This is an optimization exercise on Yosys and OpenROAD, whose aim is small area, a short achievable clock period and few clock cycles, not a production implementation. No activity file was given, so power comes from the tool's default toggle rates.

// jkbus_io
module jkbus_io (
    input  wire         clk,
    input  wire         rst,           
    input  wire         cmd_valid,
    output wire         cmd_ready,
    input  wire [31:0]  cmd,
    input  wire [7:0]   ext_rdata,     
    output reg          rsp_valid,     
    output reg  [7:0]   rsp_data,
    output reg          ext_valid,     
    output wire         ext_we,
    output wire [1:0]   ext_dev,
    output wire [15:0]  ext_port,
    output wire [7:0]   ext_data,
    output reg          xtick_valid,   
    output wire [27:0]  xtick_count,
    output reg          reset_ev,      
    output wire [3:0]   pb_valid,      
    output wire [31:0]  pb_data,
    output wire [127:0] pb_time,
    output wire         stb_valid,     
    output wire [31:0]  stb_time
);
For scale: about 2,500 cells after synthesis, roughly 290 flip-flops, about 310 I/O pins, about 22,000 sq um of cells after synthesis.
clock: 8.0 ns
lec_check: 0
cap_margin: 20
core_margin: 2
core_utilization: 35
place_density: 0.6
setup_slack_margin: 4.0
slew_margin: 20
standard.sh (not shown) runs the stock make flow with config.mk's settings and CLKGATE_MAP_FILE= SYNTH_SCRIPT=/design/flow/synth_recipe.tcl, a recipe that flattens the netlist after the stock synthesis.
==> flow/flow/run.sh <==
#!/bin/bash
# The standard layout (standard.sh runs ORFS from the standard synthesis to the
# final layout), with the smallest buffer, sky130_fd_sc_hd__buf_1, on each port.
export BUFFER_PORTS_ARGS="-buffer_cell sky130_fd_sc_hd__buf_1"
bash standard.sh > standard.log 2>&1
Edit:
--- a/flow/design.v
+++ b/flow/design.v
@@ -245,21 +245,22 @@
     wire do_rst = cv && is_reset;
     wire clr    = rst || do_rst;
     wire wr0  = do_wr && w0;
     wire wr1  = do_wr && w3;
     wire wr2  = do_wr && w4;
     localparam integer SW   = 5;
     localparam [SW-1:0] SMAX = {SW{1'b1}};
     reg           rb;                  
     reg           rdy;                 
     reg  [SW-1:0] o;                   
-    reg  [SW:0]   thr;
+    reg  [SW:0]   remo;
+    wire [SW:0]   o_smax = {1'b0, o} + {1'b0, SMAX};
     wire [27:0]   rem = c[27:0];
     wire [SW-1:0] rlo = rem[SW-1:0];
     wire [27-SW:0] rhi = rem[27:SW];
     wire [SW-1:0] r   = rb ? SMAX : rlo;
     wire [4:0]  act, ginf;
     wire [9:0]  me0, me1, me2, me3, me4;
     wire [9:0]  n0, n1, n2, n3, n4;
     wire [9:0]  h0, h1, h2, h3, h4;
     wire [9:0]  mm [0:4];
     wire [9:0]  nn [0:4];
@@ -286,21 +287,21 @@
     reg  [SW:0]   rmk [0:4];
     wire [SW:0]   tpr = {1'b0, tnow[SW-1:0]} + {1'b0, r};
     wire [SW:0]   rmr = {1'b0, rlo} - {1'b0, r};
     reg  [4:0]    mlo, hit, ev, eqr, hz;
     reg  [SW-1:0] s;
     reg  [SW:0]   t_sel, r_sel;
     integer i, j;
     always @* begin
         for (i = 0; i < 5; i = i + 1) begin
             mlo[i] = mm[i][9:SW+1] == 0;
-            hit[i] = act[i] && mlo[i] && !lt_f(thr, mm[i][SW:0]);
+            hit[i] = act[i] && mlo[i] && !lt_f(remo, mm[i][SW:0]) && !lt_f(o_smax, mm[i][SW:0]);
             tpk[i] = {1'b0, tnow[SW-1:0]} + {1'b0, nn[i][SW-1:0]};
             rmk[i] = {1'b0, rlo} - {1'b0, nn[i][SW-1:0]};
             eqr[i] = nn[i][9:SW] == 0 && rmk[i] == 0;
             hz[i]  = ginf[i] || hh[i][9:SW] != 0 || lt_f({1'b0, rlo}, {1'b0, hh[i][SW-1:0]});
         end
         for (i = 0; i < 5; i = i + 1) begin
             ev[i] = hit[i];
             for (j = 0; j < 5; j = j + 1)
                 if (j != i && act[j] && mlo[j] && lt_f(mm[j][SW:0], mm[i][SW:0])) ev[i] = 1'b0;
         end
@@ -318,45 +319,44 @@
     wire           bor    = r_sel[SW];
     wire [27-SW:0] rhi_m1 = rhi - 1'b1;
     wire [27:0]    rem_n  = {bor ? rhi_m1 : rhi, r_sel[SW-1:0]};
     wire           rhi_ge2 = rhi[27-SW:1] != 0;
     wire           rhi_eq1 = rhi == 1;
     wire           rb_n   = rhi_ge2 || (rhi_eq1 && !bor);
     wire           fin    = !rb && (!any_hit || (ev & eqr) != 5'd0);
     wire [31-SW:0] thi    = tnow[31:SW];
     wire [31-SW:0] thi_p1 = thi + 1'b1;
     wire [31:0]    tnow_n = {t_sel[SW] ? thi_p1 : thi, t_sel[SW-1:0]};
-    wire [SW:0]    s_smax = {1'b0, s} + {1'b0, SMAX};
-    wire           rem_ge = rhi_ge2 || (rhi_eq1 && !lt_f({1'b0, rlo}, {1'b0, s}));    
-    wire [SW:0]    thr_st = (rem_ge || rem[SW:0] > s_smax) ? s_smax : rem[SW:0];
     wire [SW-1:0]  o_n    = st ? s : {SW{1'b0}};
-    wire [SW-1:0]  t_min  = cmd[27:SW] != 0 ? SMAX : cmd[SW-1:0];
-    wire [SW:0]    thr_ac = {1'b0, o_n} + {1'b0, t_min};
+    wire [SW:0]    rem_st = rem[27:SW+1] != 0 ? {(SW+1){1'b1}} : rem[SW:0];
+    wire [SW:0]    t_sat  = cmd[27:SW+1] != 0 ? {(SW+1){1'b1}} : cmd[SW:0];
+    wire [SW+1:0]  t_o    = {1'b0, t_sat} + {2'b00, o_n};
+    wire [SW:0]    rem_ac = t_o[SW+1] ? {(SW+1){1'b1}} : t_o[SW:0];
     wire free_next = !rb && (hit & ~ev) == 5'd0 && (ev & ~hz) == 5'd0;
     assign cmd_ready = rdy;
     wire accept = cmd_valid && rdy;
     always @(posedge clk) begin
         rsp_valid   <= 1'b0;
         rsp_data    <= rx ? cx : rt0 ? cr0 : r6 ? {2'b00, cr3_52, 2'b00} : r7 ? inlatch : PORT_IDLE;
         ext_valid   <= 1'b0;
         xtick_valid <= 1'b0;
         reset_ev    <= 1'b0;
         if (accept) begin
             c  <= cmd;
             cx <= ext_rdata;
             rb <= cmd[27:SW] != 0;
         end else if (st) begin
             c[27:0] <= rem_n;
             rb      <= rb_n;
         end
         o   <= o_n;
-        thr <= accept ? thr_ac : thr_st;
+        remo <= accept ? rem_ac : rem_st;
         if (rst) begin
             cv       <= 1'b0;
             st       <= 1'b0;
             rdy      <= 1'b1;
             cr0      <= 8'hFF;
             cr1_7    <= 1'b1;
             cr2_0    <= 1'b1;
             cr2_2    <= 1'b1;
             cr3_52   <= 4'd0;
             inlatch  <= 8'h00;
Outcome: The changed run completed with no timing, DRC or antenna violations; hold slack gains 0.0067 ns; synthesized area increases by 2.8%; setup slack gains 0.62 ns; clock skew increases by 0.0053 ns; first-iteration DRC count increases by 8.0%; cell area increases by 4.7%; power increases by about 11%; routed wire length increases by about 3%; via count increases by 3.8%.
No run of this note included a check of the RTL's function; only the layout flow was run.

static timing again, ports no longer ideal:
Ports are ideal in the flow. The routed layouts listed here were re-timed in OpenROAD. Step 1: set_driving_cell puts a clkbuf_16 on clk and a buf_2 on each other input, an assumption about the parent block. Step 2 also shifts input and output timing later by t, the mid clock arrival at the registers, as if the neighbouring blocks saw the same clock. Slacks: ideal / step 1 / step 2; pairs: ideal / step 1.
run	t (ns)	setup slack, ns	hold WS [ns]	worst setup path after step 2	slew at the worst register clock pin (ns)
the first run	0.614	2.925 / 2.925 / 2.925	0.441 / 0.441 / 0.441	register to register	0.07 / 0.07
the second run	0.643	3.544 / 3.544 / 3.313	0.448 / 0.448 / 0.448	input to register	0.07 / 0.07
After both steps every run listed still meets setup and hold. For the second run, which loses most, drivers alone change the setup slack by 0.000 ns; drivers and shift together by -0.231 ns.
